This design comes from an exercise in tuning for small area, a short achievable clock period and few clock cycles per item on the open sky130 flow, not from production work.
In this exercise RTL edits were held to simulation tests only and were not proved equivalent to the original.
Power figures rest on the tool's default switching activity, not on a simulated workload.

== v6 ==
==> flow/design.v (excerpt) <==
module curve_tangler (
    input  wire        clk,
    input  wire        rst,         
    input  wire        cmd_valid,
    output wire        cmd_ready,
    input  wire [1:0]  cmd_op,
    input  wire [63:0] cmd_arg,
    output wire        rsp_valid,
    input  wire        rsp_ready,
    output wire [63:0] rsp_data
);
For scale: ~1600 cells after synthesis, ~97 flip-flops, ~140 I/O pins.
export LEC_CHECK = 0
export ABC_AREA = 1
export CAP_MARGIN = 20
export CORE_MARGIN = 2
export CORE_UTILIZATION = 40
export GPL_ROUTABILITY_DRIVEN = 1
export GPL_TIMING_DRIVEN = 1
export PLACE_DENSITY = 0.6
export SLEW_MARGIN = 20
create_clock -name core_clock -period 10.0 [get_ports {clk}]
standard.sh (not shown) runs the stock make flow with config.mk's settings and CLKGATE_MAP_FILE= SYNTH_SCRIPT=/design/flow/synth_recipe.tcl, a recipe that flattens the netlist after the stock synthesis.
==> flow/flow/run.sh <==
#!/bin/bash
# The standard layout, with three changes to how it is made:
#  - ABC maps the logic with the area script in flow/abc_area.script (amap)
#  - the setup repair aims at the slack margin in flow/margin.txt
#  - the port buffers are sky130_fd_sc_hd__buf_2
# Registers, constraints and clock period are those of the standard flow.
set -euo pipefail
MARGIN=$(cat flow/margin.txt)
rm -rf scripts_x
cp -r "$FLOW_HOME/scripts" scripts_x
cp flow/abc_area.script scripts_x/abc_area.script
bash standard.sh "SCRIPTS_DIR=$PWD/scripts_x" "SETUP_SLACK_MARGIN=$MARGIN" \
  "BUFFER_PORTS_ARGS=-buffer_cell sky130_fd_sc_hd__buf_2" finish > flow_make.log 2>&1
==> flow/flow/abc_area.script <==
strash
dch
amap
topo
stime -c
buffer -c
upsize -c
dnsize -c
==> flow/flow/margin.txt <==
5
Testbench counts of v6, summed over its fixed seeds: cycles 8,008, items 8,000.
Modified inputs, v44 compared to v6
- CTS_CLUSTER_SIZE newly set to 30
- CTS_BUF_LIST newly set to sky130_fd_sc_hd__clkbuf_4 sky130_fd_sc_hd__clkbuf_8
--- a/flow/flow/run.sh
+++ b/flow/flow/run.sh
@@ -2,2 +2,2 @@
-# The standard layout, with three changes to how it is made:
-#  - ABC maps the logic with the area script in flow/abc_area.script (amap)
+# The standard layout, with these changes to how it is made:
+#  - if flow/abc_area.script exists, ABC maps the logic with it
@@ -11 +11,3 @@
-cp flow/abc_area.script scripts_x/abc_area.script
+if [[ -f flow/abc_area.script ]]; then
+  cp flow/abc_area.script scripts_x/abc_area.script
+fi
removed: flow/flow/abc_area.script
Results
Delta (v44 minus v6): combinational fraction of design power went up by 4.6 points, clock slew at the register clock pins of the worst setup and hold paths went up by 0.03 ns, worst setup slack went up by 0.80 ns, number of clock buffers in the layout went up by 1, post-route non-filler standard cell count went up by 497. A capturing element of the worst setup path of r_p[2] is what v44 shows, while r_p[0] belongs to v6. Relative to v6, v44 degrades design area.
[inputs] v10 vs v44
- CTS_BUF_LIST no longer set, was sky130_fd_sc_hd__clkbuf_4 sky130_fd_sc_hd__clkbuf_8
- CTS_CLUSTER_SIZE no longer set, was 30
- SETUP_SLACK_MARGIN now 5, previously not set
- ABC_AREA no longer set, was 1
- ABC_CLOCK_PERIOD_IN_PS now 3000, previously not set
==> flow/run.sh (new file) <==
#!/bin/bash
# synth_recipe.tcl (not shown) runs the flow's synth.tcl, then flattens the netlist and writes it again
# the make line also repeats each setting of config.mk as NAME=value (left out here)
make -C /OpenROAD-flow-scripts/flow DESIGN_CONFIG=/design/flow/config.mk WORK_HOME=/design/flow/orfs CLKGATE_MAP_FILE= SYNTH_SCRIPT=/design/flow/synth_recipe.tcl finish
removed: flow/flow/run.sh
removed: flow/flow/margin.txt
removed: flow/standard.sh
## What came out
- In the metrics for v10 and v44, the one carrying the higher area growth from synthesis to final layout is v10.
- Looking at wire length of the first global-routing pass across both flows, v10 is the weaker of the two, with v44 ahead.
- Via count, v10 and v44: larger value in v44
- From v44 to v10 the numbers moved as follows: clock distribution area overhead in the final layout now sits higher; part of the cycle the worst path needs now sits higher; count of distinct cell types in the synthesized netlist now sits higher; number of nets in the layout now sits lower.
- Total wirelength of the detailed-routed design (higher): v10


## main
curve_tangler again, from the RTL that the note above started with.
Settings: LEC_CHECK=0, ABC_AREA=1, CAP_MARGIN=20, CORE_MARGIN=2, CORE_UTILIZATION=40, GPL_ROUTABILITY_DRIVEN=1, GPL_TIMING_DRIVEN=1, PLACE_DENSITY=0.6, SETUP_SLACK_MARGIN=5, SLEW_MARGIN=20; clock period 10.0 ns.
run.sh (not shown) runs the stock make flow with config.mk's settings and CLKGATE_MAP_FILE= SYNTH_SCRIPT=/design/flow/synth_recipe.tcl, a recipe that flattens the netlist after the stock synthesis.
Stock flow here: none of the scripts above is used.
Testbench counts of main, summed over its fixed seeds: cycles 8,008, items 8,000.
Modified inputs, the feature branch compared to main
==> flow/flow/run.sh (new file) <==
#!/bin/bash
# The standard layout, with these changes to how it is made:
#  - if flow/abc_area.script exists, ABC maps the logic with it
#  - the setup repair aims at the slack margin in flow/margin.txt
#  - the port buffers are sky130_fd_sc_hd__buf_2
# Registers, constraints and clock period are those of the standard flow.
set -euo pipefail
MARGIN=$(cat flow/margin.txt)
rm -rf scripts_x
cp -r "$FLOW_HOME/scripts" scripts_x
if [[ -f flow/abc_area.script ]]; then
  cp flow/abc_area.script scripts_x/abc_area.script
fi
bash standard.sh "SCRIPTS_DIR=$PWD/scripts_x" "SETUP_SLACK_MARGIN=$MARGIN" \
  "BUFFER_PORTS_ARGS=-buffer_cell sky130_fd_sc_hd__buf_2" finish > flow_make.log 2>&1
==> flow/flow/margin.txt (new file) <==
5
==> flow/standard.sh (new file) <==
#!/bin/bash
# synth_recipe.tcl (not shown) runs the flow's synth.tcl, then flattens the netlist and writes it again
# the make line also repeats each setting of config.mk as NAME=value (left out here)
make -C /OpenROAD-flow-scripts/flow DESIGN_CONFIG=/design/flow/config.mk WORK_HOME=/design/flow/orfs CLKGATE_MAP_FILE= SYNTH_SCRIPT=/design/flow/synth_recipe.tcl "${@:-finish}"
--- a/flow/config.mk
+++ b/flow/config.mk
@@ -8,2 +8,3 @@
 export ABC_AREA = 1
+export ABC_CLOCK_PERIOD_IN_PS = 2500
 export CAP_MARGIN = 20
@@ -14,3 +15,2 @@
 export PLACE_DENSITY = 0.6
-export SETUP_SLACK_MARGIN = 5
 export SLEW_MARGIN = 20
removed: flow/run.sh
--- outcome ---
The feature branch has completed all stages; timing, DRC and antenna checks passed. The higher non-clock buffer contribution to total cell area of main and the feature branch is in main. Min detailed-route wire length across main and the feature branch: the feature branch. Looking at main and the feature branch, the maximum operating frequency is a wash.

[what the ideal ports hide]
The results above use ideal ports. As a check the final layouts listed here were re-extracted and re-timed, cells and wires unchanged.
Step 1 (the two cells are an assumption about what drives the block):
set clk [get_ports {clk}]
set_driving_cell -lib_cell sky130_fd_sc_hd__clkbuf_16 $clk
set_driving_cell -lib_cell sky130_fd_sc_hd__buf_2 [delete_from_list [all_inputs] $clk]
Step 2 times the ports against the registers' clock, not the clock port: input delays grow and output delays shrink by t, the midpoint of the rising clock arrivals with the driver on.
Slacks: no drivers / after step 1 / after step 2; pairs: no drivers / after step 1.
| run | t, ns | slack for setup (ns) | worst setup path at the end |
|---|---|---|---|
| v6 | 0.399 | 4.240 / 4.125 / 3.727 | input to register |
| v44 | 0.433 | 5.045 / 4.864 / 4.430 | input to register |
| v10 | 0.385 | 4.482 / 4.350 / 3.965 | input to register |
| main | 0.404 | 5.143 / 4.948 / 4.543 | input to register |
| the feature branch | 0.404 | 5.130 / 4.946 / 4.541 | input to register |
After both steps setup and hold are still met in every run listed. For v44, which loses most, drivers alone change the setup slack by -0.181 ns; drivers and shift together by -0.615 ns.
